What follows belongs to an exercise in optimizing a design on an open flow for small area; a production flow would make more cautious choices. The RTL was checked by simulation tests, not by an equivalence proof against the original design. No activity file was given, so power comes from the tool's default toggle rates.

==> flow/config.mk <==
export PLATFORM = sky130hd
export DESIGN_NAME = usb_msc_bot
export DESIGN_NICKNAME = usb_msc_bot
export VERILOG_FILES = /design/flow/design.v
export SDC_FILE = /design/flow/constraint.sdc
export NUM_CORES = 4
export LEC_CHECK = 0
export CAP_MARGIN = 20
export CORE_MARGIN = 2
export CORE_UTILIZATION = 40
export PLACE_DENSITY = 0.6
export SLEW_MARGIN = 20
==> flow/constraint.sdc <==
create_clock -name core_clock -period 10.0 [get_ports {clk}]
set_input_delay 2.0000 -clock core_clock [delete_from_list [all_inputs] [get_ports {clk}]]
set_output_delay 2.0000 -clock core_clock [all_outputs]
set_load 0.01 [all_outputs]
==> flow/design.v <==
module usb_msc_bot #(
    parameter [31:0] T_DATA_MS = 32'd250,   
    parameter [31:0] T_CSW_MS  = 32'd100    
) (
    input  wire        clk,
    input  wire        rst,            
    input  wire [31:0] now_ms,         
    input  wire [31:0] flash_blocks,   
    input  wire        out_valid,
    input  wire [7:0]  out_data,
    output wire        out_ready,
    output reg         in_valid,
    output reg  [7:0]  in_data,
    output reg         in_csw,
    input  wire        in_ready,
    output wire        fl_cmd_valid,
    output wire        fl_cmd_write,
    output wire [31:0] fl_cmd_addr,
    output wire [24:0] fl_cmd_len,
    input  wire        fl_sts_valid,
    input  wire        fl_sts_ok,
    output wire        fl_abort,
    input  wire        fl_rd_valid,
    input  wire [7:0]  fl_rd_data,
    output wire        fl_rd_ready,
    output wire        fl_wr_valid,
    output wire [7:0]  fl_wr_data,
    input  wire        fl_wr_ready
);
    genvar gi;
    localparam [2:0] S_CBW   = 3'd0,    
                     S_DISP  = 3'd1,    
                     S_RWAIT = 3'd3,    
                     S_DIN   = 3'd2,    
                     S_WDATA = 3'd4,    
                     S_WSTS  = 3'd5,    
                     S_CPRE  = 3'd7,    
                     S_CSW   = 3'd6;    
    localparam [2:0] K_NODATA = 3'b000,
                     K_RD     = 3'b010,
                     K_WR     = 3'b011,
                     K_RS     = 3'b100,
                     K_INQ    = 3'b101,
                     K_MS     = 3'b110,
                     K_RC     = 3'b111;
    localparam [2:0] L_NONE  = 3'b000,
                     L_INV   = 3'b100,    
                     L_RDERR = 3'b010,    
                     L_WRERR = 3'b011,    
                     L_TMO   = 3'b001;    
    reg  [2:0]  state;
    reg  [2:0]  kind;
    reg         status;       
    reg  [2:0]  sense;
    reg         sig_ok;
    reg  [63:0] tdr;          
    reg  [38:0] lb;           
    reg  [8:0]  st_lo;        
    reg  [24:0] cnt;          
    reg  [3:0]  ci;           
    reg         bor;          
    reg         sat;          
    wire [15:0] blocks = lb[15:0];
    wire [31:0] dtl    = {tdr[7:0], tdr[15:8], tdr[23:16], tdr[31:24]};
    wire [31:0] start  = {lb[38:16], st_lo};
    assign fl_cmd_addr  = {lb[38:16], 9'd0};
    assign fl_cmd_len   = {blocks, 9'd0};
    wire st_cbw  = (state == S_CBW);
    wire st_disp = (state == S_DISP);
    wire st_din  = (state == S_DIN);
    wire st_csw  = (state == S_CSW);
    wire k_fix   = kind[2];
    wire k_rw    = (kind[2:1] == 2'b01);
    wire k_rd    = (kind == K_RD);
    wire k_wr    = (kind == K_WR);
    wire k_rs    = (kind == K_RS);
    wire blk_nz  = |blocks;
    wire dtl_small = ~|dtl[31:6];
    wire dtl_nz  = |dtl;
    assign fl_cmd_valid = st_disp && k_rw && blk_nz;
    assign fl_cmd_write = kind[0];
    assign fl_abort     = (state == S_CPRE) && k_rd && status;
    wire writing = (st_disp && k_wr && blk_nz) || (state == S_WDATA);
    assign out_ready   = st_cbw || (writing && fl_wr_ready);
    assign fl_wr_valid = writing && out_valid;
    assign fl_wr_data  = out_data;
    assign fl_rd_ready = st_din && k_rd && in_ready;
    wire out_fire = out_valid && out_ready;
    wire [25:0] ic;
    wire [24:0] cnt_inc;
    assign ic[0] = 1'b1;
    generate for (gi = 0; gi < 25; gi = gi + 1) begin : g_inc
        assign cnt_inc[gi] = cnt[gi] ^ ic[gi];
        assign ic[gi+1] = cnt[gi] & ic[gi];
    end endgenerate
    wire [8:0] lb_b;
    wire [7:0] el_lo;
    assign lb_b[0] = 1'b0;
    generate for (gi = 0; gi < 8; gi = gi + 1) begin : g_sub
        assign el_lo[gi] = now_ms[gi] ^ start[gi] ^ lb_b[gi];
        assign lb_b[gi+1] = (~now_ms[gi] & start[gi]) | (~(now_ms[gi] ^ start[gi]) & lb_b[gi]);
    end endgenerate
    wire [23:0] e_hi = now_ms[31:8] ^ start[31:8];
    wire [23:0] p_hi;                      
    assign p_hi[0] = 1'b1;
    generate for (gi = 1; gi < 24; gi = gi + 1) begin : g_pre
        assign p_hi[gi] = p_hi[gi-1] & start[8+gi-1];
    end endgenerate
    wire hi_eq0 = ~|e_hi;
    wire hi_eq1 = &(e_hi ~^ p_hi);
    wire hi_zero = lb_b[8] ? hi_eq1 : hi_eq0;
    wire expired = !hi_zero ||
                   (st_csw ? (el_lo >= T_CSW_MS[7:0]) : (el_lo >= T_DATA_MS[7:0]));
    wire [1:0] k = kind[1:0];
    wire [5:0] i = cnt[5:0];
    wire [7:0] rom;
    assign rom[0] = (i[4] & i[3] & i[2] & ~i[1]) | (i[4] & ~i[3] & i[1] & ~i[0]) | (k[0] & ~i[4] & i[3] & ~i[2] & ~i[0]) | (i[5] & ~i[1] & ~i[0]) | (k[1] & ~k[0] & ~i[1] & ~i[0]) | (i[4] & ~i[3] & i[2] & i[1]) | (k[0] & i[4] & ~i[3] & ~i[2] & ~i[0]) | (k[0] & i[3] & i[2] & ~i[1] & i[0]) | (i[4] & i[3] & ~i[2] & i[1] & i[0]) | (~k[1] & k[0] & ~i[4] & ~i[3] & i[2] & ~i[1] & ~i[0]);
    assign rom[1] = (k[0] & i[3] & i[2] & ~i[1]) | (k[0] & i[4] & ~i[3] & ~i[1] & ~i[0]) | (k[0] & ~i[4] & i[3] & ~i[2] & i[0]) | (i[5] & ~i[1] & i[0]) | (k[1] & i[2] & i[1] & ~i[0]) | (k[1] & ~k[0] & ~i[1] & ~i[0]) | (i[4] & ~i[3] & i[2] & i[1] & i[0]) | (~k[0] & ~i[3] & i[2] & i[1] & i[0]) | (~k[1] & k[0] & i[2] & ~i[1] & ~i[0]) | (~k[1] & k[0] & ~i[5] & ~i[4] & ~i[2] & i[1] & i[0]);
    assign rom[2] = (i[4] & ~i[3] & i[2] & ~i[1]) | (k[0] & ~i[4] & i[3] & ~i[1] & i[0]) | (i[5] & ~i[1] & i[0]) | (k[0] & ~i[4] & i[3] & ~i[2] & ~i[1]) | (i[4] & i[3] & ~i[2] & i[1] & ~i[0]) | (k[0] & ~i[4] & i[3] & ~i[2] & i[0]) | (~k[1] & k[0] & ~i[3] & i[2] & ~i[1] & ~i[0]);
    assign rom[3] = (i[4] & i[2] & ~i[1] & i[0]) | (k[0] & ~i[4] & i[3] & ~i[1] & i[0]) | (k[0] & ~i[4] & i[3] & i[1] & ~i[0]) | (i[5] & ~i[1] & i[0]) | (i[4] & ~i[3] & ~i[2] & i[1] & ~i[0]) | (i[4] & i[3] & ~i[2] & ~i[1] & ~i[0]) | (~k[0] & ~i[3] & i[2] & i[1] & i[0]) | (i[4] & i[3] & ~i[2] & i[1] & i[0]) | (~k[1] & k[0] & ~i[4] & ~i[3] & i[2] & ~i[1] & ~i[0]);
    assign rom[4] = (i[5] & ~i[0]) | (k[0] & i[4] & ~i[3] & ~i[2] & ~i[1]) | (i[5] & i[1]) | (i[4] & i[3] & i[2] & ~i[1] & ~i[0]) | (i[4] & ~i[3] & i[2] & i[1] & i[0]) | (k[0] & ~i[4] & i[3] & ~i[2] & i[1] & i[0]) | (k[0] & ~i[4] & i[3] & i[2] & i[1] & ~i[0]) | (k[0] & ~i[4] & i[3] & ~i[2] & ~i[1] & ~i[0]) | (~k[1] & ~k[0] & ~i[4] & ~i[3] & ~i[2] & ~i[1] & ~i[0]) | (~k[1] & k[0] & ~i[4] & ~i[3] & i[2] & ~i[1] & ~i[0]);
    assign rom[5] = (i[5]) | (i[4] & i[3] & i[2] & i[1]) | (i[4] & i[3] & ~i[2] & ~i[1] & i[0]) | (i[4] & ~i[3] & ~i[2] & i[1] & i[0]) | (k[0] & i[3] & i[2] & i[1] & i[0]) | (~k[1] & ~k[0] & ~i[4] & ~i[3] & ~i[2] & ~i[1] & ~i[0]);
    assign rom[6] = (i[4] & ~i[3] & i[2]) | (k[0] & ~i[4] & i[3] & ~i[2]) | (k[0] & i[3] & i[2] & ~i[1]) | (k[0] & i[4] & ~i[2] & ~i[0]) | (k[0] & ~i[4] & i[3] & ~i[0]) | (k[0] & i[3] & ~i[2] & i[1]) | (k[0] & i[4] & ~i[3] & ~i[1]) | (~k[1] & ~k[0] & ~i[4] & ~i[3] & ~i[2] & ~i[1] & ~i[0]);
    assign rom[7] = (k[1] & ~k[0] & i[1] & ~i[0]);
    wire [3:0] s_key = {sense == L_TMO, sense == L_INV, sense[1] | sense[0], |sense};
    wire [7:0] s_asc = {2'b00, sense == L_INV, sense == L_RDERR, {2{sense == L_WRERR}},
                        1'b0, sense == L_RDERR};
    reg [7:0] fb_b;
    always @(*) begin
        case (i[1:0])
            2'd0: fb_b = flash_blocks[31:24];
            2'd1: fb_b = flash_blocks[23:16];
            2'd2: fb_b = flash_blocks[15:8];
            default: fb_b = flash_blocks[7:0];
        endcase
    end
    wire [7:0] var_b = ((k == 2'd0 && i[4:0] == 5'd2) ? {4'h0, s_key} : 8'h00) |
                       ((k == 2'd0 && i[3:0] == 4'd12) ? s_asc : 8'h00) |
                       ((k == 2'd3 && !i[2]) ? fb_b : 8'h00);
    wire [7:0] din_b = k_fix ? (rom | var_b) : fl_rd_data;
    reg [5:0] fix_n;
    always @(*) begin
        case (k)
            2'd0:    fix_n = 6'd18;
            2'd1:    fix_n = 6'd36;
            2'd2:    fix_n = 6'd4;
            default: fix_n = 6'd8;
        endcase
    end
    wire rw_last  = (cnt_inc == {blocks, 9'd0});
    wire din_last = k_fix ? ((cnt_inc[5:0] == fix_n) ||
                             (dtl_small && cnt_inc[5:0] == dtl[5:0]))
                          : rw_last;
    reg [7:0] x_b;
    always @(*) begin
        case (ci[1:0])
            2'd0: x_b = cnt[7:0];
            2'd1: x_b = cnt[15:8];
            2'd2: x_b = cnt[23:16];
            default: x_b = {7'd0, cnt[24]};
        endcase
    end
    wire [7:0] sub_a  = ci[3] ? tdr[63:56] : tdr[31:24];
    wire       bor_in = (ci[1:0] != 2'd0) && bor;
    wire [8:0] db;
    wire [7:0] diff;
    assign db[0] = bor_in;
    generate for (gi = 0; gi < 8; gi = gi + 1) begin : g_res
        assign diff[gi] = sub_a[gi] ^ x_b[gi] ^ db[gi];
        assign db[gi+1] = (~sub_a[gi] & x_b[gi]) | (~(sub_a[gi] ^ x_b[gi]) & db[gi]);
    end endgenerate
    reg [7:0] csw_b;
    always @(*) begin
        if (ci[3:2] == 2'd0) begin
            case (ci[1:0])
                2'd0: csw_b = 8'h55;
                2'd1: csw_b = 8'h53;
                2'd2: csw_b = 8'h42;
                default: csw_b = 8'h53;
            endcase
        end else if (ci[3:2] == 2'd1)
            csw_b = tdr[63:56];
        else if (ci[3:2] == 2'd2)
            csw_b = sat ? 8'h00 : diff;
        else
            csw_b = {7'd0, status};
    end
    always @(*) begin
        in_csw   = st_csw;
        in_valid = st_csw || (st_din && (k_fix || fl_rd_valid));
        in_data  = st_csw ? csw_b : din_b;
    end
    wire in_fire = in_valid && in_ready;
    wire cbw_fire  = st_cbw && out_fire;
    wire csw_shift = st_csw && in_fire && (ci[3] ^ ci[2]);
    always @(posedge clk) begin
        if ((cbw_fire && cnt[4:0] >= 5'd4 && cnt[4:0] <= 5'd11) || csw_shift)
            tdr <= {tdr[55:0], out_data};
        if (cbw_fire && ((cnt[4:0] >= 5'd17 && cnt[4:0] <= 5'd20) ||
                         cnt[4:0] == 5'd22 || cnt[4:0] == 5'd23))
            lb <= {lb[30:0], out_data};
        else if (state == S_DISP || state == S_RWAIT || state == S_CPRE)
            {lb[38:16], st_lo} <= now_ms;
        if (cbw_fire) begin
            if (cnt[4:0] == 5'd0)
                sig_ok <= (out_data == 8'h55);
            else if (cnt[4:0] <= 5'd3)
                sig_ok <= sig_ok && (out_data == ((cnt[1:0] == 2'd3) ? 8'h43 :
                                                  (cnt[1:0] == 2'd2) ? 8'h42 : 8'h53));
        end
        if (st_csw && in_fire) begin
            ci  <= ci + 4'd1;
            bor <= db[8];
            if (ci == 4'd7)
                sat <= db[8];
        end else if (!st_csw)
            ci <= 4'd0;
    end
    always @(posedge clk) begin
        if (rst) begin
            state <= S_CBW;
            cnt   <= 25'd0;
            sense <= L_NONE;
        end else begin
            case (state)
            S_CBW: if (out_fire) begin
                cnt <= cnt_inc;
                if (cnt[4:0] == 5'd15 && sig_ok) begin
                    status <= 1'b0;
                    case (out_data)
                        8'h00: begin kind <= K_NODATA; status <= (sense != L_NONE); end
                        8'h03: kind <= K_RS;
                        8'h12: kind <= K_INQ;
                        8'h1A: kind <= K_MS;
                        8'h25: kind <= K_RC;
                        8'h28: kind <= K_RD;
                        8'h2A: kind <= K_WR;
                        8'h1B, 8'h1E: kind <= K_NODATA;
                        default: begin
                            kind   <= K_NODATA;
                            status <= 1'b1;
                            sense  <= L_INV;
                        end
                    endcase
                end
                if (cnt[4:0] == 5'd30) begin
                    cnt <= 25'd0;
                    if (sig_ok)
                        state <= S_DISP;
                end
            end
            S_DISP: begin
                if (k_fix) begin
                    if (!dtl_nz) begin
                        if (k_rs) sense <= L_NONE;
                        state <= S_CPRE;
                    end else
                        state <= S_DIN;
                end else if (k_rw && blk_nz) begin
                    if (k_rd)
                        state <= S_RWAIT;
                    else begin
                        if (out_fire) cnt <= cnt_inc;
                        state <= S_WDATA;
                    end
                end else
                    state <= S_CPRE;
            end
            S_RWAIT: if (fl_sts_valid) begin
                if (fl_sts_ok)
                    state <= S_DIN;
                else begin
                    status <= 1'b1;
                    sense  <= L_RDERR;
                    state  <= S_CSW;
                end
            end
            S_DIN: begin
                if (in_fire) cnt <= cnt_inc;
                if (in_fire && din_last) begin
                    if (k_rs) sense <= L_NONE;
                    state <= S_CPRE;
                end else if (expired) begin
                    cnt    <= 25'd0;
                    status <= 1'b1;
                    if (sense == L_NONE) sense <= L_TMO;
                    state  <= S_CPRE;
                end
            end
            S_WDATA: if (out_fire) begin
                cnt <= cnt_inc;
                if (rw_last) state <= S_WSTS;
            end
            S_WSTS: if (fl_sts_valid) begin
                if (!fl_sts_ok) begin
                    status <= 1'b1;
                    sense  <= L_WRERR;
                end
                state <= S_CPRE;
            end
            S_CPRE: state <= S_CSW;
            S_CSW: begin
                if ((in_fire && ci == 4'd12) || expired) begin
                    cnt   <= 25'd0;
                    state <= S_CBW;
                end
            end
            default: state <= S_CBW;
            endcase
        end
    end
endmodule
==> flow/flow/run.sh <==
#!/bin/bash
# Own layout flow: the standard ORFS flow (standard.sh, unchanged synthesis,
# floorplan, tap cells, power grid, placement, CTS and routing), with
#  - the port buffers made with the smallest buffer cell (buf_1) instead of
#    the resizer's default pick, and
#  - the clock tree built from small clock buffers without dummy loads.
# Every port still gets its own buffer; the clock tree is balanced as usual.
set -euo pipefail
cd "$(dirname "$0")/.."
export BUFFER_PORTS_ARGS="-buffer_cell sky130_fd_sc_hd__buf_1"
export CTS_ARGS="-sink_clustering_enable -repair_clock_nets -dont_use_dummy_load -buf_list {sky130_fd_sc_hd__clkbuf_4 sky130_fd_sc_hd__clkbuf_8}"
bash standard.sh > standard_flow.log 2>&1
==> flow/standard.sh <==
#!/bin/bash
# synth_recipe.tcl (not shown) runs the flow's synth.tcl, then flattens the netlist and writes it again
# the make line also repeats each setting of config.mk as NAME=value (left out here)
make -C /OpenROAD-flow-scripts/flow DESIGN_CONFIG=/design/flow/config.mk WORK_HOME=/design/flow/orfs CLKGATE_MAP_FILE= SYNTH_SCRIPT=/design/flow/synth_recipe.tcl "${@:-finish}"
==> reports/results.txt, run 1 <==
Status -> no timing/DRC/antenna violations
Seq pwr share -> 0.494
Leakage Power -> 3.801 nW
DR pass1 iterations -> 6
Worst Hold Class -> flip-flop to flip-flop
Final WS setup -> 2336 ps
Placed cell areas -> 10450 um^2
Max Cap Violations -> 0
Vias per Instance -> 5.710
CP max stage cell -> fa_1
Gr ovfl total -> 0
Sequential-to-total area share from yosys stat -> 0.4410
WP buf/inv -> 2
Placed Cells -> 1394
CP top delay family -> adder cells
Flops & latches, synth -> 154
Endpoint class of the critical path -> output port
Switching Share -> 0.3482
Cell Area, Synth -> 9782 um^2
Die area -> 25720 um^2
Drt total wl -> 27740 um
Non-Filler Instances -> 1411
Most used DFF post-synth -> edfxtp_1
Antenna diodes -> 0
Avg Inst Size Synth -> 10.13 um^2
Final setup TNS -> 0 ps
Comb power frac -> 0.288
Final Hold Fails -> 0
Via count -> 8057
CP cell instances -> inv_1 -> ha_1 -> a222oi_1 -> nand2_1 -> o21ai_0 -> fa_1 -> fa_1 -> fa_1 -> fa_1 -> fa_1 -> fa_1 -> fa_1 -> fa_1 -> a22oi_1 -> o22ai_1 -> buf_1
RePlAce Congestion -> 0.9203
Resize count post-CTS -> 0
Detailed Route Iter0 Violations -> 730
Most frequent CP cell -> fa_1
First-pass GRT wire length -> 42870 um
Psw -> 0.0005633 W
Core Area -> 24180 um^2
Die width -> 160.4 um
Final setup fails -> 0
Critical Path Fanout Max -> 12
Pint -> 0.001055 W
Rel. slew slack -> 0.3995
Post-synth ARST share -> 0
Crit path arrival time -> 5660 ps
Largest net degree at the start of global routing -> 65
Final min period -> 7664 ps
Remaining antenna violation count -> 0
Critical setup path kind -> flip-flop to output port
Type of origin of the critical path -> flip-flop
Final Slew Violations -> 0
Power per Cell Area -> 151.5 nW/um^2
Num CTS Buffers -> 17
Yosys warns -> 1
Syn Inst Count -> 966
Max stage delay on crit path -> 490 ps
Maximum VDD drop -> 0.08491 mV
Number of port buffers -> 150
Rows -> 57
Clock slew at reported path FFs -> 120 ps
Slew at the pin with the worst max-slew slack -> 900.8 ps
Top Ports -> 169
Initial Utilization -> 0.4046
EDFF count, synth -> 123
Hold Buf Count CTS -> 0
Worst path required time -> 8000 ps
Clock power frac -> 0.217
Fin area -> 10680 um^2
Achievable frequency -> 130.5 MHz
Area grow syn2layout -> 9.209%
Clk sink count -> 154
DRC viols -> 0
Worst clock skew -> 52.65 ps
RSZ-0062 raised after global routing -> no
H-tree Lvls -> 4
Antenna violations before repair -> 1
Total GRT Usage -> 0.2139
Layout cells sized above 1 -> 0.05520
Final period util -> 0.7664
DP HPWL -> 21020 um
Post-CTS Setup Bufs -> 0
Nets -> 1234
Vias in the first global route -> 7690
Root Buffer Master -> clkbuf_8
Drt wl/cell -> 19.66 um
Pre-CTS setup slack -> 2474 ps
Yosys cell types -> 86
Clk buf depth -> 2
Clock latency (worst-skew pair) -> 470 ps
Clock tree from TritonCTS -> built
Die Height -> 160.4 um
-- kinds of logic (layout without fill, tap and decap cells) --
kind of cell	after synthesis	count (layout)	synth area share
AO/OA/AOI/OAI	225	225	0.1614
XOR/XNOR	52	52	0.04937
adder cells (fa/ha/maj)	57	57	0.08442
buffers and inverters	108	212	0.05782
flip-flops	154	154	0.4410
multiplexers	20	20	0.02175
other	1	18	0.0003834
AND/OR/NAND/NOR	349	349	0.1838
-- metal layers --
| layer | wire [um] | global-route usage | vias up | share of wire |
|---|---|---|---|---|
| met5 | 13 | 0 | - | 0.00047 |
| met4 | 525 | 0.05569 | 2 | 0.019 |
| met3 | 2126 | 0.03590 | 43 | 0.077 |
| met2 | 12630 | 0.3427 | 374 | 0.46 |
| met1 | 12440 | 0.3021 | 3825 | 0.45 |
| li1 | - | - | 3813 | - |
-- state kept, by name, indices dropped and copies added (netlist names) --
signal	count
cnt	25
sat	1
tdr	64
status	1
st_lo	9
lb	39
ci	4
bor	1
sig_ok	1
state	3
kind	3
sense	3
-- layout by cell type (no fill, tap or decap), types with 15 or more instances in the layout --
cell type / netlist / layout
inv_1: 36 / 36
nand2b_1: 15 / 15
a21oi_1: 48 / 48
a222oi_1: 16 / 16
ha_1: 42 / 42
clkbuf_8: 0 / 17
nand3_1: 25 / 25
nand2_1: 127 / 127
xnor2_1: 32 / 32
nand4_1: 16 / 16
buf_1: 5 / 150
nor4_1: 21 / 21
nor3_1: 20 / 20
conb_1: 1 / 18
a22o_1: 24 / 24
nor2_1: 48 / 48
o21ai_0: 44 / 44
xor2_1: 18 / 18
fa_1: 15 / 15
dfxtp_1: 31 / 31
edfxtp_1: 123 / 123
-- through the flow --
stage | utilization | power (W) | hold WS [ps]
after floorplan | - | 0.001145 | 400.3
after global routing | 0.4419 | 0.001715 | 413.1
after global placement | 0.4319 | 0.001272 | 400.6
after detailed placement | 0.4322 | 0.001275 | 404.5
final | 0.4419 | 0.001618 | 402.6
after CTS | 0.4419 | 0.001626 | 403.3
-- path summary, 6_finish.rpt --
check / end / from / slack (ps) / cells after the start
hold / removal: tdr[62] / tdr[54] / 400 / 0
setup / recovery: in_data[7] / ci[0] / 2340 / 16
hold reg to reg: tdr[62] / tdr[54] / 400 / 0
setup reg to reg: cnt[2] / cnt[0] / 2450 / 32
-- synthesized netlist by cell type, types with 4 or more instances --
library cell	instances	area, um^2
a21oi_1	48	240.2
dfxtp_1	31	620.6
ha_1	42	525.5
nand2_1	127	476.7
fa_1	15	300.3
nand3_1	25	125.1
mux2_2	9	101.4
a311oi_1	6	52.55
o22ai_1	10	62.56
xor2_1	18	157.7
nor3_1	20	100.1
clkbuf_1	29	108.9
a211oi_1	6	45.04
nand4_1	16	100.1
mux2i_1	10	100.1
a222oi_1	16	160.2
nand2b_1	15	93.84
buf_1	5	18.77
buf_4	28	210.2
inv_1	36	135.1
a22oi_1	7	52.55
nor3b_1	8	60.06
and3_1	10	62.56
o211ai_1	6	45.04
nor2b_1	10	62.56
or3_1	4	25.02
buf_6	7	78.83
nor2_1	48	180.2
xnor2_1	32	280.3
a31oi_1	11	68.82
nand3b_1	4	30.03
or2_2	11	68.82
a221oi_1	5	43.79
nor4_1	21	131.4
a22o_1	24	210.2
o21ai_0	44	220.2
edfxtp_1	123	3694
-- area by class of cell --
cell class                 instances  area (um^2)
inverter                          37        138.9
fill                            2376        13490
tap                              324        405.4
clock buffer                      17        234.0
timing repair buffer             158        623.1
sequential                       154         4314
multi-input combinational        721         4967
-- worst register-to-register path: cells and delay by family (launching register included) --
| family | cells | cell delay, ps |
|---|---|---|
| AOI/OAI and AO/OA | 3 | 910 |
| xor gates and xnor gates | 1 | 280 |
| adders and majority gates | 23 | 4470 |
| buffers and inverters | 1 | 320 |
| DFF | 1 | 540 |
| and+or+nand+nor | 4 | 1010 |
-- power by group through the flow --
stage,Sequential (W),Combinational (W),Clock (W)
after global placement,0.000811,0.000461,0
after global routing,0.000806,0.000523,0.000386
after floorplan,0.000783,0.000362,0
final,0.000800,0.000467,0.000351
after detailed placement,0.000812,0.000463,0
after CTS,0.000798,0.000465,0.000362
==> inputs of run 2 (changes only) <==
==> flow/run.sh (new file) <==
#!/bin/bash
# synth_recipe.tcl (not shown) runs the flow's synth.tcl, then flattens the netlist and writes it again
# the make line also repeats each setting of config.mk as NAME=value (left out here)
make -C /OpenROAD-flow-scripts/flow DESIGN_CONFIG=/design/flow/config.mk WORK_HOME=/design/flow/orfs CLKGATE_MAP_FILE= SYNTH_SCRIPT=/design/flow/synth_recipe.tcl finish
removed: flow/flow/run.sh
removed: flow/standard.sh
==> run 2 against run 1 <==
Net effect: still clean; final cell count grew 1.1%; count of clock-buffer cells in the layout unchanged; flip-flop and latch count unchanged; fmax is 4.2% lower; synthesized cell count unchanged; synthesized area unchanged; via count up 1.5%; sequential power rose by 2%; hold slack improved by 18 ps; clock power rose by about 90%; first-iteration DRC count grew 5.3%; utilization is 5.5 points higher; critical endpoint unchanged; largest cell class unchanged; largest power group unchanged; highest routed layer is now met4.
==> reports/results.txt, run 2 <==
Final setup TNS -> 0 ps (unchanged)
Commonest non-fill, non-tap cell in the layout -> clkdlybuf4s50_1 (was buf_1)
Yosys warns -> 1 (unchanged)
Most frequent cell after synthesis -> nand2_1 (unchanged)
RSZ-0062 raised after global routing -> no (unchanged)
Syn Inst Count -> 966 (unchanged)
Post-CTS Setup Bufs -> 0 (unchanged)
Maximum VDD drop -> 0.09684 mV (was 0.08491 mV)
Vias in the first global route -> 7976 (was 7690)
Leakage Power -> 4.394 nW (was 3.801 nW)
Final setup fails -> 0 (unchanged)
Initial Utilization -> 0.4046 (unchanged)
Largest net degree at the start of global routing -> 65 (unchanged)
Sequential-to-total area share from yosys stat -> 0.4410 (unchanged)
Rows -> 57 (unchanged)
Root Buffer Master -> clkbuf_16 (was clkbuf_8)
Hold Buf Count CTS -> 0 (unchanged)
Max reg flops -> 64 (unchanged)
Crit path arrival time -> 6000 ps (was 5660 ps)
Resize count post-CTS -> 0 (unchanged)
Final Slew Violations -> 0 (unchanged)
Switching Share -> 0.3478 (was 0.3482)
Drt total wl -> 28930 um (was 27740 um)
Hold path start -> tdr[43] (was tdr[54])
Clock latency (worst-skew pair) -> 430 ps (was 470 ps)
Most frequent cells in the layout -> 150 x clkdlybuf4s50_1, 127 x nand2_1, 123 x edfxtp_1 (was 150 x buf_1, 127 x nand2_1, 123 x edfxtp_1)
Detailed Route Iter0 Violations -> 769 (was 730)
Power per Cell Area -> 165.7 nW/um^2 (was 151.5 nW/um^2)
EDFF count, synth -> 123 (unchanged)
Remaining antenna violation count -> 0 (unchanged)
Placed cell areas -> 11400 um^2 (was 10450 um^2)
Via count -> 8181 (was 8057)
Largest regs -> tdr: 64 flops, lb: 39 flops, cnt: 25 flops (unchanged)
Most used DFF post-synth -> edfxtp_1 (unchanged)
Clock power frac -> 0.335 (was 0.217)
Avg Inst Size Synth -> 10.13 um^2 (unchanged)
Yosys cell types -> 86 (unchanged)
Clock slew at reported path FFs -> 70 ps (was 120 ps)
Psw -> 0.0006931 W (was 0.0005633 W)
Antenna violations before repair -> 0 (was 1)
Largest area contributor in the netlist -> edfxtp_1 (unchanged)
Max Cap Violations -> 0 (unchanged)
Slew at the pin with the worst max-slew slack -> 1009 ps (was 900.8 ps)
Pint -> 0.001300 W (was 0.001055 W)
Final WS setup -> 2003 ps (was 2336 ps)
R2r startpoint -> cnt[1] (was cnt[0])
Endpoint class of the critical path -> output port (unchanged)
Hold Path Sink -> tdr[51] (was tdr[62])
Reg2reg path depth -> 33 (was 32)
Fin area -> 12020 um^2 (was 10680 um^2)
Final period util -> 0.7997 (was 0.7664)
Final min period -> 7997 ps (was 7664 ps)
Number of port buffers -> 150 (unchanged)
Drt wl/cell -> 20.28 um (was 19.66 um)
Total GRT Usage -> 0.2216 (was 0.2139)
First-pass GRT wire length -> 44460 um (was 42870 um)
Worst hold slack -> 420.2 ps (was 402.6 ps)
Type of origin of the critical path -> flip-flop (unchanged)
Worst path required time -> 8000 ps (about the same)
Num CTS Buffers -> 17 (unchanged)
Critical setup path kind -> flip-flop to output port (unchanged)
Area fraction of the dominant cell type after synthesis -> 0.3776 (unchanged)
Hold path cells -> 0 (unchanged)
Post-synth ARST share -> 0 (unchanged)
Flops & latches, synth -> 154 (unchanged)
Seq pwr share -> 0.408 (was 0.494)
Area contributors post-synth -> edfxtp_1 38%, dfxtp_1 6.3%, ha_1 5.4% (unchanged)
Area grow syn2layout -> 22.91% (was 9.209%)
Layout cells sized above 1 -> 0.06890 (was 0.05520)
Pre-CTS setup slack -> 2260 ps (was 2474 ps)
Core Area -> 24180 um^2 (unchanged)
Worst Hold Class -> flip-flop to flip-flop (unchanged)
Clock tree from TritonCTS -> built (unchanged)
Cell Area, Synth -> 9782 um^2 (unchanged)
Vias per Instance -> 5.733 (was 5.710)
Gr ovfl total -> 0 (unchanged)
DRC viols -> 0 (unchanged)
Top Ports -> 169 (unchanged)
Nets -> 1235 (was 1234)
Worst r2r dst -> cnt[8] (was cnt[2])
Final Hold Fails -> 0 (unchanged)
Comb power frac -> 0.257 (was 0.288)
Reg2Reg Setup Slack -> 2150 ps (was 2450 ps)
Largest Register -> tdr (unchanged)
Die area -> 25720 um^2 (unchanged)
Die width -> 160.4 um (unchanged)
Worst clock skew -> 11.82 ps (was 52.65 ps)
Clk sink count -> 154 (unchanged)
Commonest cells in the netlist -> 127 x nand2_1, 123 x edfxtp_1, 48 x a21oi_1, 48 x nor2_1, 44 x o21ai_0 (unchanged)
DP HPWL -> 21750 um (was 21020 um)
Antenna diodes -> 0 (unchanged)
DR pass1 iterations -> 8 (was 6)
Achievable frequency -> 125.0 MHz (was 130.5 MHz)
H-tree Lvls -> 4 (unchanged)
Util after Layout -> 0.4973 (was 0.4419)
Clk buf depth -> 2 (unchanged)
Critical Path Fanout Max -> 12 (unchanged)
Status -> no timing/DRC/antenna violations (unchanged)
CP startpoint -> ci[0] (unchanged)
Rel. slew slack -> 0.3261 (was 0.3995)
Die Height -> 160.4 um (unchanged)
RePlAce Congestion -> 0.9287 (was 0.9203)
-- run 2: cell counts after synthesis --
No cell type changed its count.
-- run 2: cells by family after synthesis --
group | count (synthesis) | synth area share
simple gates | 349 | 0.1838
mux | 20 | 0.02175
flops | 154 | 0.4410
other cells | 1 | 0.0003834
buf+inv | 108 | 0.05782
fa+ha+maj | 57 | 0.08442
compound gates | 225 | 0.1614
xor+xnor | 52 | 0.04937
-- run 2: power groups by stage --
stage	clock [W]	combinational, W	sequential (W)
after floorplan	0	0.000362	0.000783
after global placement	0	0.000499	0.000825
after detailed placement	0	0.000505	0.000825
after CTS	0.000682	0.000508	0.000811
after global routing	0.000702	0.000556	0.000820
final	0.000667	0.000512	0.000814
-- run 2: worst max-delay path by stage --
stage / to / cells after the start
after detailed placement: cnt[15] / 33
after global routing: in_data[7] / 16
after global placement: cnt[23] / 31
after floorplan: in_data[7] / 16
after CTS: in_data[7] / 16
final: in_data[7] / 16
-- run 2: stage by stage --
stage	instances	total power, W
floorplan	983	0.001145
global placement	1393	0.001324
detailed placement	1395	0.001330
CTS	1427	0.002000
global route	1427	0.002077
finish	1427	0.001993
-- run 2: area by class of cell --
type / count / area, um^2
Clock buffer: 17 / 425.4
Clock inverter: 15 / 198.9
Fill cell: 2220 / 12150
Inverter: 37 / 138.9
Multi-Input combinational cell: 721 / 4967
Sequential cell: 154 / 4314
Tap cell: 324 / 405.4
Timing Repair Buffer: 159 / 1573
-- run 2: worst max-delay path, stage by stage, from the launching register on --
cell,delay [ps]
edfxtp_1,470
inv_1,140
ha_1,410
a222oi_1,190
nand2_1,110
o21ai_0,110
fa_1,430
fa_1,390
fa_1,380
fa_1,390
fa_1,390
fa_1,390
fa_1,390
fa_1,480
a22oi_1,100
o22ai_1,220
clkdlybuf4s50_1,570
-- run 2: routing by layer --
layer	vias to the layer above	track usage	routed length, um
li1	3833	-	-
met2	384	0.3589	13150
met1	3912	0.3021	13110
met3	52	0.04055	1986
met5	-	0	0
met4	0	0.07084	690
==> inputs of run 3 (changes only) <==
--- a/flow/design.v
+++ b/flow/design.v
@@ -57,7 +57,6 @@
     reg  [38:0] lb;           
     reg  [8:0]  st_lo;        
     reg  [24:0] cnt;          
-    reg  [3:0]  ci;           
     reg         bor;          
     reg         sat;          
     wire [15:0] blocks = lb[15:0];
@@ -86,9 +85,11 @@
     assign fl_wr_data  = out_data;
     assign fl_rd_ready = st_din && k_rd && in_ready;
     wire out_fire = out_valid && out_ready;
+    wire cnt_clr;
+    wire cnt_en;
     wire [25:0] ic;
     wire [24:0] cnt_inc;
-    assign ic[0] = 1'b1;
+    assign ic[0] = cnt_en;
     generate for (gi = 0; gi < 25; gi = gi + 1) begin : g_inc
         assign cnt_inc[gi] = cnt[gi] ^ ic[gi];
         assign ic[gi+1] = cnt[gi] & ic[gi];
@@ -100,18 +101,13 @@
         assign el_lo[gi] = now_ms[gi] ^ start[gi] ^ lb_b[gi];
         assign lb_b[gi+1] = (~now_ms[gi] & start[gi]) | (~(now_ms[gi] ^ start[gi]) & lb_b[gi]);
     end endgenerate
-    wire [23:0] e_hi = now_ms[31:8] ^ start[31:8];
-    wire [23:0] p_hi;                      
-    assign p_hi[0] = 1'b1;
-    generate for (gi = 1; gi < 24; gi = gi + 1) begin : g_pre
-        assign p_hi[gi] = p_hi[gi-1] & start[8+gi-1];
-    end endgenerate
-    wire hi_eq0 = ~|e_hi;
-    wire hi_eq1 = &(e_hi ~^ p_hi);
-    wire hi_zero = lb_b[8] ? hi_eq1 : hi_eq0;
+    wire [23:0] hz = now_ms[31:8] ~^ start[31:8];
+    wire [23:0] ho = now_ms[31:8] | ~start[31:8];
+    wire hi_zero = (hz[0] == ~lb_b[8]) && ((ho[22:0] ~^ hz[23:1]) == 23'h7FFFFF);
     wire expired = !hi_zero ||
                    (st_csw ? (el_lo >= T_CSW_MS[7:0]) : (el_lo >= T_DATA_MS[7:0]));
     wire [1:0] k = kind[1:0];
+    wire [3:0] ci = cnt[3:0];      
     wire [5:0] i = cnt[5:0];
     wire [7:0] rom;
     assign rom[0] = (i[4] & i[3] & i[2] & ~i[1]) | (i[4] & ~i[3] & i[1] & ~i[0]) | (k[0] & ~i[4] & i[3] & ~i[2] & ~i[0]) | (i[5] & ~i[1] & ~i[0]) | (k[1] & ~k[0] & ~i[1] & ~i[0]) | (i[4] & ~i[3] & i[2] & i[1]) | (k[0] & i[4] & ~i[3] & ~i[2] & ~i[0]) | (k[0] & i[3] & i[2] & ~i[1] & i[0]) | (i[4] & i[3] & ~i[2] & i[1] & i[0]) | (~k[1] & k[0] & ~i[4] & ~i[3] & i[2] & ~i[1] & ~i[0]);
@@ -148,16 +144,17 @@
         endcase
     end
     wire rw_last  = (cnt_inc == {blocks, 9'd0});
-    wire din_last = k_fix ? ((cnt_inc[5:0] == fix_n) ||
-                             (dtl_small && cnt_inc[5:0] == dtl[5:0]))
-                          : rw_last;
+    wire [5:0] fix_x = (dtl_small && dtl[5:0] < fix_n) ? dtl[5:0] : fix_n;
+    wire din_last = k_fix ? (cnt_inc[5:0] == fix_x) : rw_last;
+    wire       x_rw  = k_wr || (k_rd && !status);
+    wire       x_fix = k_fix && !status;
     reg [7:0] x_b;
     always @(*) begin
         case (ci[1:0])
-            2'd0: x_b = cnt[7:0];
-            2'd1: x_b = cnt[15:8];
-            2'd2: x_b = cnt[23:16];
-            default: x_b = {7'd0, cnt[24]};
+            2'd0: x_b = x_fix ? {2'b00, fix_n} : 8'h00;
+            2'd1: x_b = x_rw ? {blocks[6:0], 1'b0} : 8'h00;
+            2'd2: x_b = x_rw ? blocks[14:7] : 8'h00;
+            default: x_b = {7'd0, x_rw && blocks[15]};
         endcase
     end
     wire [7:0] sub_a  = ci[3] ? tdr[63:56] : tdr[31:24];
@@ -192,6 +189,9 @@
     end
     wire in_fire = in_valid && in_ready;
     wire cbw_fire  = st_cbw && out_fire;
+    assign cnt_en  = (st_csw || st_din) ? in_fire : out_fire;
+    assign cnt_clr = (cbw_fire && cnt[4:0] == 5'd30) || (state == S_CPRE) ||
+                     (st_csw && ((in_fire && ci == 4'd12) || expired));
     wire csw_shift = st_csw && in_fire && (ci[3] ^ ci[2]);
     always @(posedge clk) begin
         if ((cbw_fire && cnt[4:0] >= 5'd4 && cnt[4:0] <= 5'd11) || csw_shift)
@@ -209,22 +209,24 @@
                                                   (cnt[1:0] == 2'd2) ? 8'h42 : 8'h53));
         end
         if (st_csw && in_fire) begin
-            ci  <= ci + 4'd1;
             bor <= db[8];
             if (ci == 4'd7)
                 sat <= db[8];
-        end else if (!st_csw)
-            ci <= 4'd0;
+        end
+    end
+    always @(posedge clk) begin
+        if (rst || cnt_clr)
+            cnt <= 25'd0;
+        else
+            cnt <= cnt_inc;
     end
     always @(posedge clk) begin
         if (rst) begin
             state <= S_CBW;
-            cnt   <= 25'd0;
             sense <= L_NONE;
         end else begin
             case (state)
             S_CBW: if (out_fire) begin
-                cnt <= cnt_inc;
                 if (cnt[4:0] == 5'd15 && sig_ok) begin
                     status <= 1'b0;
                     case (out_data)
@@ -244,25 +246,21 @@
                     endcase
                 end
                 if (cnt[4:0] == 5'd30) begin
-                    cnt <= 25'd0;
                     if (sig_ok)
                         state <= S_DISP;
                 end
             end
             S_DISP: begin
                 if (k_fix) begin
-                    if (!dtl_nz) begin
-                        if (k_rs) sense <= L_NONE;
+                    if (!dtl_nz)
                         state <= S_CPRE;
-                    end else
+                    else
                         state <= S_DIN;
                 end else if (k_rw && blk_nz) begin
                     if (k_rd)
                         state <= S_RWAIT;
-                    else begin
-                        if (out_fire) cnt <= cnt_inc;
+                    else
                         state <= S_WDATA;
-                    end
                 end else
                     state <= S_CPRE;
             end
@@ -276,21 +274,14 @@
                 end
             end
             S_DIN: begin
-                if (in_fire) cnt <= cnt_inc;
-                if (in_fire && din_last) begin
-                    if (k_rs) sense <= L_NONE;
+                if (in_fire && din_last)
                     state <= S_CPRE;
-                end else if (expired) begin
-                    cnt    <= 25'd0;
+                else if (expired) begin
                     status <= 1'b1;
-                    if (sense == L_NONE) sense <= L_TMO;
                     state  <= S_CPRE;
                 end
             end
-            S_WDATA: if (out_fire) begin
-                cnt <= cnt_inc;
-                if (rw_last) state <= S_WSTS;
-            end
+            S_WDATA: if (out_fire && rw_last) state <= S_WSTS;
             S_WSTS: if (fl_sts_valid) begin
                 if (!fl_sts_ok) begin
                     status <= 1'b1;
@@ -298,12 +289,16 @@
                 end
                 state <= S_CPRE;
             end
-            S_CPRE: state <= S_CSW;
+            S_CPRE: begin
+                if (k_rs && !status)
+                    sense <= L_NONE;
+                else if ((k_fix || k_rd) && status && sense == L_NONE)
+                    sense <= L_TMO;
+                state <= S_CSW;
+            end
             S_CSW: begin
-                if ((in_fire && ci == 4'd12) || expired) begin
-                    cnt   <= 25'd0;
+                if ((in_fire && ci == 4'd12) || expired)
                     state <= S_CBW;
-                end
             end
             default: state <= S_CBW;
             endcase
==> run 3 against run 2 <==
Net effect: still clean on timing, DRC and antenna; sequential power fell by 2.9%; clock power decreased by 4.8%; register-to-register slack got worse by 320 ps; sequential share of layout area up 0.73 points; via count decreased by 11%; total power shrank 1.2%; combinational power increased by 6.3%; non-clock buffer count decreased by 1; global-route usage shrank 0.37 points; final cell count decreased by 9.0%; hold slack lost 8.1 ps; synthesized cell count down 9.6%; critical path type is now input port to flip-flop; largest cell class unchanged.
==> reports/results.txt, run 3 <==
Total power -> 0.001969 W (was 0.001993 W)
Area grow syn2layout -> 23.87% (was 22.91%)
Final setup TNS -> 0 ps (unchanged)
Most frequent CP cell -> ha_1 (was fa_1)
Maximum VDD drop -> 0.1115 mV (was 0.09684 mV)
Pre-CTS setup slack -> 564.3 ps (was 2260 ps)
Clock slew at reported path FFs -> 70 ps (about the same)
Max Cap Violations -> 0 (unchanged)
Commonest cells in the netlist -> 119 x edfxtp_1, 80 x nand2_1, 63 x ha_1 (was 127 x nand2_1, 123 x edfxtp_1, 48 x a21oi_1, 48 x nor2_1, 44 x o21ai_0)
Largest net degree at the start of global routing -> 65 (unchanged)
Num CTS Buffers -> 17 (unchanged)
Max stage delay on crit path -> 510 ps (was 570 ps)
Vias per Instance -> 5.607 (was 5.733)
Antenna violations before repair -> 0 (unchanged)
Yosys warns -> 1 (unchanged)
Fillcell total -> 2085 (was 2220)
Worst clock skew -> 15.09 ps (was 11.82 ps)
CP endpoint -> state[0] (was in_data[7])
Reg2Reg Setup Slack -> 1830 ps (was 2150 ps)
Area contributors post-synth -> edfxtp_1 39%, ha_1 8.5%, dfxtp_1 6.7% (was edfxtp_1 38%, dfxtp_1 6.3%, ha_1 5.4%)
Avg Inst Size Synth -> 10.59 um^2 (was 10.13 um^2)
Power per Cell Area -> 171.9 nW/um^2 (was 165.7 nW/um^2)
Layout cells sized above 1 -> 0.06417 (was 0.06890)
Reg2reg path depth -> 35 (was 33)
Multi-input gate area -> 4556 um^2 (was 4967 um^2)
Final Hold Fails -> 0 (unchanged)
Final WS setup -> 991.0 ps (was 2003 ps)
Type of origin of the critical path -> input port (was flip-flop)
CP startpoint -> fl_wr_ready (was ci[0])
Vias in the first global route -> 7076 (was 7976)
Status -> no timing/DRC/antenna violations (unchanged)
Antenna diodes -> 0 (unchanged)
Clock tree from TritonCTS -> built (unchanged)
Post-synth ARST share -> 0 (unchanged)
Rows -> 55 (was 57)
Clk buf depth -> 2 (unchanged)
Die Height -> 156.0 um (was 160.4 um)
Final min period -> 9009 ps (was 7997 ps)
Endpoint class of the critical path -> flip-flop (was output port)
Cell Area, Synth -> 9246 um^2 (was 9782 um^2)
Top Ports -> 169 (unchanged)
CP max stage cell -> or4_1 (was clkdlybuf4s50_1)
Placed Cells -> 1266 (was 1395)
Drt wl/cell -> 20.30 um (was 20.28 um)
Most frequent cells in the layout -> 150 x clkdlybuf4s50_1, 119 x edfxtp_1, 80 x nand2_1 (was 150 x clkdlybuf4s50_1, 127 x nand2_1, 123 x edfxtp_1)
Detailed Route Iter0 Violations -> 599 (was 769)
Yosys cell types -> 74 (was 86)
Non-Filler Instances -> 1298 (was 1427)
Worst Hold Class -> flip-flop to flip-flop (unchanged)
Drt total wl -> 26350 um (was 28930 um)
Final setup fails -> 0 (unchanged)
Crit path arrival time -> 9310 ps (was 6000 ps)
Rel. slew slack -> 0.2718 (was 0.3261)
Resize count post-CTS -> 0 (unchanged)
Critical Path Fanout Max -> 3 (was 12)
Gr ovfl total -> 0 (unchanged)
RePlAce Congestion -> 0.9211 (was 0.9287)
Post-CTS Setup Bufs -> 0 (unchanged)
First-pass GRT wire length -> 40390 um (was 44460 um)
DR pass1 iterations -> 5 (was 8)
Initial Utilization -> 0.4084 (was 0.4046)
Die area -> 24350 um^2 (was 25720 um^2)
Most used DFF post-synth -> edfxtp_1 (unchanged)
Slew at the pin with the worst max-slew slack -> 1092 ps (was 1009 ps)
Commonest non-fill, non-tap cell in the layout -> clkdlybuf4s50_1 (unchanged)
Die width -> 156.0 um (was 160.4 um)
Hold Buf Count CTS -> 0 (unchanged)
Largest area contributor in the netlist -> edfxtp_1 (unchanged)
Remaining antenna violation count -> 0 (unchanged)
Syn Inst Count -> 873 (was 966)
Worst path required time -> 10300 ps (was 8000 ps)
Core Area -> 22640 um^2 (was 24180 um^2)
Sequential-to-total area share from yosys stat -> 0.4536 (was 0.4410)
Number of port buffers -> 150 (unchanged)
Area fraction of the dominant cell type after synthesis -> 0.3865 (was 0.3776)
Total GRT Usage -> 0.2179 (was 0.2216)
Largest regs -> tdr: 64 flops, lb: 39 flops, cnt: 25 flops (unchanged)
Critical setup path kind -> input port to flip-flop (was flip-flop to output port)
Clock latency (worst-skew pair) -> 430 ps (about the same)
Via count -> 7278 (was 8181)
RSZ-0062 raised after global routing -> no (unchanged)
Nets -> 1166 (was 1235)
Root Buffer Master -> clkbuf_16 (unchanged)
DRC viols -> 0 (unchanged)
Register Area -> 4194 um^2 (was 4314 um^2)
H-tree Lvls -> 4 (unchanged)
Final period util -> 0.9009 (was 0.7997)
Leakage Power -> 4.266 nW (was 4.394 nW)
Achievable frequency -> 111.0 MHz (was 125.0 MHz)
DP HPWL -> 19540 um (was 21750 um)
Final Slew Violations -> 0 (unchanged)
Largest Register -> tdr (unchanged)
Worst r2r dst -> state[0] (was cnt[8])
R2r startpoint -> state[2] (was cnt[1])
Most frequent cell after synthesis -> edfxtp_1 (was nand2_1)
Clk sink count -> 150 (was 154)
EDFF count, synth -> 119 (was 123)
Flops & latches, synth -> 150 (was 154)
Max reg flops -> 64 (unchanged)
Worst hold slack -> 412.1 ps (was 420.2 ps)
## run 3: changes by cell type after synthesis, moves of 7 or more
cell      change
a21oi_1      -23
inv_1        +17
ha_1         +21
a222oi_1     -16
o21ai_1      +11
nand2b_1     -10
a22o_1       -15
or2_2         -7
xor2_1       +15
xnor2_1      -17
nand3_1      -12
o21ai_0       -7
nand2_1      -47
and2_1       +24
## run 3: cell families (layout without fill, tap and decap cells)
kind of cell,after synthesis,after routing,synth area share
fa+ha+maj,78,78,0.1177
mux,25,25,0.03654
simple gates,275,275,0.1521
flops,150,150,0.4536
other cells,1,18,0.0004056
compound gates,175,175,0.1306
xor+xnor,49,49,0.04723
buf+inv,120,243,0.06184
## run 3: layout make-up
type / count / area share
multi-input cells: 620 / 0.3977
flip-flops and latches: 150 / 0.3662
repair buffers: 158 / 0.1363
clock buffers: 21 / 0.04392
well taps: 285 / 0.03113
inverters: 53 / 0.01737
clock inverters: 11 / 0.007319
## run 3: where the power goes
group | switching (W) | internal, W | total (W)
clock | 0.000271 | 0.000364 | 0.000635
combinational | 0.000301 | 0.000243 | 0.000544
sequential | 0.0000561 | 0.000734 | 0.000790
## run 3: worst min-delay path by stage
stage	start	slack (ps)	cells after the start	end
floorplan	tdr[32]	400	0	tdr[40]
global placement	tdr[53]	400	0	tdr[61]
detailed placement	tdr[34]	400	0	tdr[42]
CTS	tdr[51]	420	0	tdr[59]
global route	tdr[51]	420	0	tdr[59]
finish	tdr[51]	410	0	tdr[59]
## run 3: metal layers
metal	vias up	track usage	routed length (um)
met5	-	0	0
met4	0	0.07514	574
met3	46	0.05222	1943
met2	310	0.3298	11660
met1	3474	0.3062	12160
li1	3448	-	-
## run 3: critical path: cells and delay by family
kind	cells	cell delay, ps
fa+ha+maj	24	4450
compound gates	6	1150
simple gates	3	1100
buf+inv	1	430
xor+xnor	1	140
## run 3: stage by stage
step           cell area [um^2]  utilization
3_5_place_dp              10870       0.4800
2_1_floorplan              9310            -
5_1_grt                   11450       0.5059
3_3_place_gp              10860       0.4798
4_1_cts                   11450       0.5059
6_report                  11450       0.5059
==> inputs of run 4 (changes only) <==
==> flow/flow/run.sh (new file) <==
#!/bin/bash
# Own layout flow: the standard ORFS flow (standard.sh, unchanged synthesis,
# floorplan, tap cells, power grid, placement, CTS and routing), with
#  - the port buffers made with the smallest buffer cell (buf_1) instead of
#    the resizer's default pick, and
#  - the clock tree built from small clock buffers without dummy loads.
# Every port still gets its own buffer; the clock tree is balanced as usual.
set -euo pipefail
cd "$(dirname "$0")/.."
export BUFFER_PORTS_ARGS="-buffer_cell sky130_fd_sc_hd__buf_1"
export CTS_ARGS="-sink_clustering_enable -repair_clock_nets -dont_use_dummy_load -sink_clustering_size 12 -buf_list {sky130_fd_sc_hd__clkbuf_4 sky130_fd_sc_hd__clkbuf_8}"
bash standard.sh > standard_flow.log 2>&1
==> flow/standard.sh (new file) <==
#!/bin/bash
# synth_recipe.tcl (not shown) runs the flow's synth.tcl, then flattens the netlist and writes it again
# the make line also repeats each setting of config.mk as NAME=value (left out here)
make -C /OpenROAD-flow-scripts/flow DESIGN_CONFIG=/design/flow/config.mk WORK_HOME=/design/flow/orfs CLKGATE_MAP_FILE= SYNTH_SCRIPT=/design/flow/synth_recipe.tcl "${@:-finish}"
removed: flow/run.sh
==> run 4 against run 3 <==
Net effect: critical path type unchanged; hold slack gained 1.7 ps; utilization fell by 5.6 points; critical path depth unchanged; synthesized cell count is the same; combinational power shrank 11%; sequential share of layout area grew 4.6 points; count of clock-buffer cells in the layout shrank 4; clock skew increased by 5.5 ps; still clean on timing, DRC and antenna.
==> reports/results.txt, run 4 <==
Remaining antenna violation count -> 0 (unchanged)
Pint -> 0.001068 W (was 0.001341 W)
Max stage delay on crit path -> 520 ps (was 510 ps)
Seq pwr share -> 0.487 (was 0.401)
Final WS setup -> 1341 ps (was 991.0 ps)
Syn Inst Count -> 873 (unchanged)
DP HPWL -> 18820 um (was 19540 um)
Power per Cell Area -> 158.8 nW/um^2 (was 171.9 nW/um^2)
Psw -> 0.0005486 W (was 0.0006281 W)
Post-CTS Setup Bufs -> 0 (unchanged)
Area contributors post-synth -> edfxtp_1 39%, ha_1 8.5%, dfxtp_1 6.7% (unchanged)
Clk buf depth -> 2 (unchanged)
Clock power frac -> 0.214 (was 0.322)
Max reg flops -> 64 (unchanged)
Vias in the first global route -> 6847 (was 7076)
Commonest cells in the netlist -> 119 x edfxtp_1, 80 x nand2_1, 63 x ha_1 (unchanged)
DRC viols -> 0 (unchanged)
Antenna diodes -> 0 (unchanged)
Num CTS Buffers -> 17 (unchanged)
Clock tree from TritonCTS -> built (unchanged)
Vias per Instance -> 5.604 (was 5.607)
Nets -> 1169 (was 1166)
Comb power frac -> 0.299 (was 0.276)
Number of port buffers -> 150 (unchanged)
Largest Register -> tdr (unchanged)
Most frequent CP cell -> ha_1 (unchanged)
Maximum VDD drop -> 0.08047 mV (was 0.1115 mV)
CP max stage cell -> or4_1 (unchanged)
Achievable frequency -> 115.5 MHz (was 111.0 MHz)
Most used DFF post-synth -> edfxtp_1 (unchanged)
Final setup fails -> 0 (unchanged)
Antenna violations before repair -> 0 (unchanged)
First-pass GRT wire length -> 38120 um (was 40390 um)
Layout cells sized above 1 -> 0.05195 (was 0.06417)
Type of origin of the critical path -> input port (unchanged)
Total power -> 0.001616 W (was 0.001969 W)
Hold Buf Count CTS -> 0 (unchanged)
Met1 wire length -> 11650 um (was 12160 um)
Clk sink count -> 150 (unchanged)
Final min period -> 8659 ps (was 9009 ps)
Rel. slew slack -> 0.2996 (was 0.2718)
Area fraction of the dominant cell type after synthesis -> 0.3865 (unchanged)
Die width -> 156.0 um (unchanged)
Largest net degree at the start of global routing -> 65 (unchanged)
Die Height -> 156.0 um (unchanged)
Commonest non-fill, non-tap cell in the layout -> buf_1 (was clkdlybuf4s50_1)
Top sig layer -> met4 (unchanged)
Largest area contributor in the netlist -> edfxtp_1 (unchanged)
Pre-CTS setup slack -> 932.6 ps (was 564.3 ps)
DR WL met3 -> 2019 um (was 1943 um)
Largest regs -> tdr: 64 flops, lb: 39 flops, cnt: 25 flops (unchanged)
Switching Share -> 0.3394 (was 0.3190)
Fillcell total -> 2200 (was 2085)
Crit path arrival time -> 8970 ps (was 9310 ps)
Initial Utilization -> 0.4084 (unchanged)
Leakage Power -> 3.705 nW (was 4.266 nW)
Top Ports -> 169 (unchanged)
Root Buffer Master -> clkbuf_8 (was clkbuf_16)
Worst Hold Class -> flip-flop to flip-flop (unchanged)
Clock latency (worst-skew pair) -> 450 ps (was 430 ps)
Critical Path Fanout Max -> 3 (unchanged)
Resize count post-CTS -> 0 (unchanged)
Wire length on met2 -> 10930 um (was 11660 um)
Post-synth ARST share -> 0 (unchanged)
Area grow syn2layout -> 10.11% (was 23.87%)
RSZ-0062 raised after global routing -> no (unchanged)
EDFF count, synth -> 119 (unchanged)
Endpoint class of the critical path -> flip-flop (unchanged)
Final setup TNS -> 0 ps (unchanged)
Gr ovfl total -> 0 (unchanged)
Most frequent cell after synthesis -> edfxtp_1 (unchanged)
Worst path required time -> 10310 ps (was 10300 ps)
Final period util -> 0.8659 (was 0.9009)
Yosys warns -> 1 (unchanged)
Final Slew Violations -> 0 (unchanged)
Worst clock skew -> 20.57 ps (was 15.09 ps)
Final Hold Fails -> 0 (unchanged)
Drt wl/cell -> 19.43 um (was 20.30 um)
Slew at the pin with the worst max-slew slack -> 1051 ps (was 1092 ps)
Yosys cell types -> 74 (unchanged)
Drt total wl -> 24990 um (was 26350 um)
Die area -> 24350 um^2 (unchanged)
DR pass1 iterations -> 7 (was 5)
Critical setup path kind -> input port to flip-flop (unchanged)
Rows -> 55 (unchanged)
Avg Inst Size Synth -> 10.59 um^2 (unchanged)
Flops & latches, synth -> 150 (unchanged)
Status -> no timing/DRC/antenna violations (unchanged)
Clock slew at reported path FFs -> 80 ps (was 70 ps)
H-tree Lvls -> 4 (unchanged)
Via count -> 7207 (was 7278)
Total GRT Usage -> 0.2048 (was 0.2179)
Sequential-to-total area share from yosys stat -> 0.4536 (unchanged)
Max Cap Violations -> 0 (unchanged)
RePlAce Congestion -> 0.9255 (was 0.9211)
Core Area -> 22640 um^2 (unchanged)
Util after Layout -> 0.4497 (was 0.5059)
Cell Area, Synth -> 9246 um^2 (unchanged)
Detailed Route Iter0 Violations -> 611 (was 599)
Most frequent cells in the layout -> 150 x buf_1, 119 x edfxtp_1, 80 x nand2_1 (was 150 x clkdlybuf4s50_1, 119 x edfxtp_1, 80 x nand2_1)
run 4: cell counts after synthesis:
No cell type changed its count.
run 4: worst max-delay path, delay by kind of cell:
kind,cells,cell delay (ps)
compound gates,6,1110
buf+inv,1,100
fa+ha+maj,24,4460
xor+xnor,1,150
simple gates,3,1130
run 4: power groups by stage:
stage | combinational [W] | clock, W | sequential [W]
floorplan | 0.000342 | 0 | 0.000787
global placement | 0.000478 | 0 | 0.000797
detailed placement | 0.000483 | 0 | 0.000799
CTS | 0.000485 | 0.000356 | 0.000786
global route | 0.000539 | 0.000379 | 0.000793
finish | 0.000484 | 0.000346 | 0.000787
run 4: final timing paths:
kind,from,end,slack (ps),depth (start not counted)
worst max-delay path,fl_wr_ready,state[0],1340,35
worst min-delay path,tdr[38],tdr[46],410,0
worst max register to register,state[0],state[0],1830,35
worst min register to register,tdr[38],tdr[46],410,0
run 4: per-stage QoR:
step | instances | instance area [um^2] | hold slack, ps
after global routing | 1286 | 10180 | 425.6
after CTS | 1286 | 10180 | 417.2
after floorplan | 890 | 9310 | 400.3
after detailed placement | 1269 | 9947 | 404.5
after global placement | 1269 | 9947 | 401.3
final | 1286 | 10180 | 413.7
run 4: area by class of cell:
class                      count  area (um^2)  share of cell area
clock buffer                  17        234.0             0.02298
inverter                      53        198.9             0.01954
multi-input combinational    620         4552              0.4471
sequential                   150         4194              0.4119
tap                          285        356.6             0.03503
timing repair buffer         161        645.6             0.06341
run 4: kinds of logic (layout without fill, tap and decap cells):
kind of cell / Yosys count / after routing / share of synthesized area
xor+xnor: 49 / 49 / 0.04723
compound gates: 175 / 175 / 0.1306
mux: 25 / 25 / 0.03654
other cells: 1 / 18 / 0.0004056
fa+ha+maj: 78 / 78 / 0.1177
buf+inv: 120 / 231 / 0.06184
simple gates: 275 / 275 / 0.1521
flops: 150 / 150 / 0.4536
run 4: layer usage:
layer  up-vias  GRT usage
li1       3442          -
met1      3406     0.2948
met2       324     0.3057
met3        35    0.04444
met4         0    0.06946
met5         -          0
==> inputs of run 5 (changes only) <==
--- a/flow/design.v
+++ b/flow/design.v
@@ -52,7 +52,6 @@
     reg  [2:0]  kind;
     reg         status;       
     reg  [2:0]  sense;
-    reg         sig_ok;
     reg  [63:0] tdr;          
     reg  [38:0] lb;           
     reg  [8:0]  st_lo;        
@@ -189,6 +188,10 @@
     end
     wire in_fire = in_valid && in_ready;
     wire cbw_fire  = st_cbw && out_fire;
+    wire lb_shift  = cbw_fire && ((cnt[4:0] >= 5'd17 && cnt[4:0] <= 5'd20) ||
+                                  cnt[4:0] == 5'd22 || cnt[4:0] == 5'd23);
+    wire lb_take   = (state == S_DISP || state == S_RWAIT || state == S_CPRE);
+    wire lb_hold   = !lb_shift && !lb_take;
     assign cnt_en  = (st_csw || st_din) ? in_fire : out_fire;
     assign cnt_clr = (cbw_fire && cnt[4:0] == 5'd30) || (state == S_CPRE) ||
                      (st_csw && ((in_fire && ci == 4'd12) || expired));
@@ -196,29 +199,29 @@
     always @(posedge clk) begin
         if ((cbw_fire && cnt[4:0] >= 5'd4 && cnt[4:0] <= 5'd11) || csw_shift)
             tdr <= {tdr[55:0], out_data};
-        if (cbw_fire && ((cnt[4:0] >= 5'd17 && cnt[4:0] <= 5'd20) ||
-                         cnt[4:0] == 5'd22 || cnt[4:0] == 5'd23))
-            lb <= {lb[30:0], out_data};
-        else if (state == S_DISP || state == S_RWAIT || state == S_CPRE)
-            {lb[38:16], st_lo} <= now_ms;
-        if (cbw_fire) begin
-            if (cnt[4:0] == 5'd0)
-                sig_ok <= (out_data == 8'h55);
-            else if (cnt[4:0] <= 5'd3)
-                sig_ok <= sig_ok && (out_data == ((cnt[1:0] == 2'd3) ? 8'h43 :
-                                                  (cnt[1:0] == 2'd2) ? 8'h42 : 8'h53));
-        end
+        lb[38:16] <= ({23{lb_shift}} & lb[30:8]) |
+                     ({23{lb_take}}  & now_ms[31:9]) |
+                     ({23{lb_hold}}  & lb[38:16]);
+        if (lb_shift)
+            lb[15:0] <= {lb[7:0], out_data};
+        if (lb_take)
+            st_lo <= now_ms[8:0];
         if (st_csw && in_fire) begin
             bor <= db[8];
             if (ci == 4'd7)
                 sat <= db[8];
         end
     end
+    wire sig_bad = cbw_fire && (cnt[4:2] == 3'd0) &&
+                   (out_data != ((cnt[1:0] == 2'd3) ? 8'h43 :
+                                 (cnt[1:0] == 2'd2) ? 8'h42 :
+                                 (cnt[1:0] == 2'd1) ? 8'h53 : 8'h55));
+    wire sig_ok = !cnt[5];
     always @(posedge clk) begin
         if (rst || cnt_clr)
             cnt <= 25'd0;
         else
-            cnt <= cnt_inc;
+            cnt <= {cnt_inc[24:6], cnt_inc[5] | sig_bad, cnt_inc[4:0]};
     end
     always @(posedge clk) begin
         if (rst) begin
==> run 5 against run 4 <==
Net effect: final cell count unchanged; hold slack worse by 5.2 ps; first-iteration DRC count is 3.9% lower; synthesized cell count fell by 0.23%; largest cell class unchanged.
==> reports/results.txt, run 5 <==
Most frequent cells in the layout -> 150 x buf_1, 95 x edfxtp_1, 91 x nand2_1 (was 150 x buf_1, 119 x edfxtp_1, 80 x nand2_1)
Avg Inst Size Synth -> 10.38 um^2 (was 10.59 um^2)
Final setup fails -> 0 (unchanged)
Hold Buf Count CTS -> 0 (unchanged)
Final WS setup -> 1458 ps (was 1341 ps)
Worst hold slack -> 408.5 ps (was 413.7 ps)
Fillcell total -> 2209 (was 2200)
Final Slew Violations -> 0 (unchanged)
Vias in the first global route -> 6556 (was 6847)
CP cell instances -> inv_1 -> ha_1 -> a21oi_1 -> nor2_1 -> nand3_1 -> fa_1 -> fa_1 -> fa_1 -> fa_1 -> fa_1 -> fa_1 -> fa_1 -> fa_1 -> a22oi_1 -> o22ai_1 -> buf_1
Critical Path Fanout Max -> 13 (was 3)
Multi-input gate area -> 4613 um^2 (was 4552 um^2)
EDFF count, synth -> 95 (was 119)
Non-Filler Instances -> 1286 (unchanged)
Root Buffer Master -> clkbuf_8 (unchanged)
Most frequent cell after synthesis -> edfxtp_1 (unchanged)
Cell Area, Synth -> 9042 um^2 (was 9246 um^2)
RePlAce Congestion -> 0.8949 (was 0.9255)
Drt total wl -> 24200 um (was 24990 um)
Register Area -> 3934 um^2 (was 4194 um^2)
Commonest cells in the netlist -> 95 x edfxtp_1, 91 x nand2_1, 62 x ha_1 (was 119 x edfxtp_1, 80 x nand2_1, 63 x ha_1)
Yosys warns -> 1 (unchanged)
Clock slew at reported path FFs -> 90 ps (was 80 ps)
Via count -> 7063 (was 7207)
DP HPWL -> 18100 um (was 18820 um)
Rel. slew slack -> 0.4714 (was 0.2996)
Die area -> 23830 um^2 (was 24350 um^2)
Number of port buffers -> 150 (unchanged)
Achievable frequency -> 117.1 MHz (was 115.5 MHz)
Area fraction of the dominant cell type after synthesis -> 0.3155 (was 0.3865)
Critical setup path kind -> flip-flop to output port (was input port to flip-flop)
Rows -> 55 (unchanged)
Clk buf depth -> 2 (unchanged)
Commonest non-fill, non-tap cell in the layout -> buf_1 (unchanged)
Antenna diodes -> 0 (unchanged)
Final min period -> 8542 ps (was 8659 ps)
Max Cap Violations -> 0 (unchanged)
Remaining antenna violation count -> 0 (unchanged)
Nets -> 1168 (was 1169)
CP max stage cell -> edfxtp_1 (was or4_1)
Post-synth ARST share -> 0 (unchanged)
Drt wl/cell -> 18.82 um (was 19.43 um)
WP buf/inv -> 2 (was 1)
Final period util -> 0.8542 (was 0.8659)
Max stage delay on crit path -> 580 ps (was 520 ps)
Area contributors post-synth -> edfxtp_1 32%, dfxtp_1 12%, ha_1 8.6% (was edfxtp_1 39%, ha_1 8.5%, dfxtp_1 6.7%)
Gr ovfl total -> 0 (unchanged)
DR pass1 iterations -> 5 (was 7)
DRC viols -> 0 (unchanged)
Layout cells sized above 1 -> 0.06094 (was 0.05195)
Syn Inst Count -> 871 (was 873)
Power per Cell Area -> 147.0 nW/um^2 (was 158.8 nW/um^2)
Post-CTS Setup Bufs -> 0 (unchanged)
Clock tree from TritonCTS -> built (unchanged)
Crit path arrival time -> 6540 ps (was 8970 ps)
Detailed Route Iter0 Violations -> 587 (was 611)
Initial Utilization -> 0.4031 (was 0.4084)
Slew at the pin with the worst max-slew slack -> 791.2 ps (was 1051 ps)
Num CTS Buffers -> 17 (unchanged)
Worst clock skew -> 28.21 ps (was 20.57 ps)
Largest area contributor in the netlist -> edfxtp_1 (unchanged)
Status -> no timing/DRC/antenna violations (unchanged)
Max reg flops -> 64 (unchanged)
Core Area -> 22430 um^2 (was 22640 um^2)
Final setup TNS -> 0 ps (unchanged)
Flops & latches, synth -> 149 (was 150)
Most frequent CP cell -> fa_1 (was ha_1)
Largest net degree at the start of global routing -> 65 (unchanged)
Largest Register -> tdr (unchanged)
Placed Cells -> 1268 (was 1269)
Die Height -> 154.4 um (was 156.0 um)
## run 5: cell count changes after synthesis, moves of 8 or more
cell | previous run | this run
edfxtp_1 | 119 | 95
o21ai_1 | 12 | 0
nand2_1 | 80 | 91
o21ai_0 | 37 | 29
xor2_1 | 33 | 10
dfxtp_1 | 31 | 54
a22oi_1 | 11 | 34
xnor2_1 | 15 | 47
nor2_1 | 47 | 37
## run 5: through the flow
step,power [W],area [um^2]
after floorplan,0.001017,9106
after global placement,0.001132,9756
after detailed placement,0.001136,9756
after CTS,0.001483,9990
after global routing,0.001553,10000
final,0.001470,10000
## run 5: final timing paths
| kind | start | to | slack (ps) | depth (start not counted) |
|---|---|---|---|---|
| setup / recovery | kind[0] | in_data[7] | 1460 | 16 |
| hold / removal | tdr[32] | tdr[40] | 410 | 0 |
| setup reg to reg | lb[11] | state[2] | 2190 | 38 |
| hold reg to reg | tdr[32] | tdr[40] | 410 | 0 |
## run 5: layout make-up
cell class | count | area share
Clock buffer | 17 | 0.02340
Inverter | 55 | 0.02064
Multi-Input combinational cell | 618 | 0.4613
Sequential cell | 149 | 0.3933
Tap cell | 285 | 0.03566
Timing Repair Buffer | 162 | 0.06568
## run 5: cell families (layout without fill, tap and decap cells)
family                   after synthesis  count (layout)  share of synthesized area
adder cells (fa/ha/maj)               77              77                     0.1190
flip-flops                           149             149                     0.4350
other                                  1              18                  0.0004147
AND/OR/NAND/NOR                      275             275                     0.1565
AO/OA/AOI/OAI                        168             168                     0.1341
XOR/XNOR                              57              57                    0.05521
multiplexers                          23              23                    0.03681
buffers and inverters                121             234                    0.06296
## run 5: report_power, final
part / switching (W) / internal [W]
Sequential: 0.0000530 / 0.000701
Clock: 0.000197 / 0.000150
Combinational: 0.000212 / 0.000157
Total: 0.000462 / 0.00101
## run 5: worst reg2reg max path, delay by kind of cell, from the launching register on
family,cells,cell delay (ps)
xor gates and xnor gates,1,160
adders and majority gates,24,4550
and+or+nand+nor,8,1440
AOI/OAI and AO/OA,5,1110
DFF,1,520
## run 5: metal layers
metal  up-vias  wire length (um)  global-route usage
met5         -                 0                   0
met1      3392             10940              0.2760
li1       3402                 -                   -
met4         0               502             0.06481
met3        28              1527             0.04259
met2       241             11230              0.3167

Setup slack of run 5, layout unchanged: 1.458 ns with ideal ports, 1.417 ns with driving cells assumed (clock clkbuf_16, inputs buf_2), 1.481 ns with port delays also shifted by the 0.475 ns mid clock arrival.
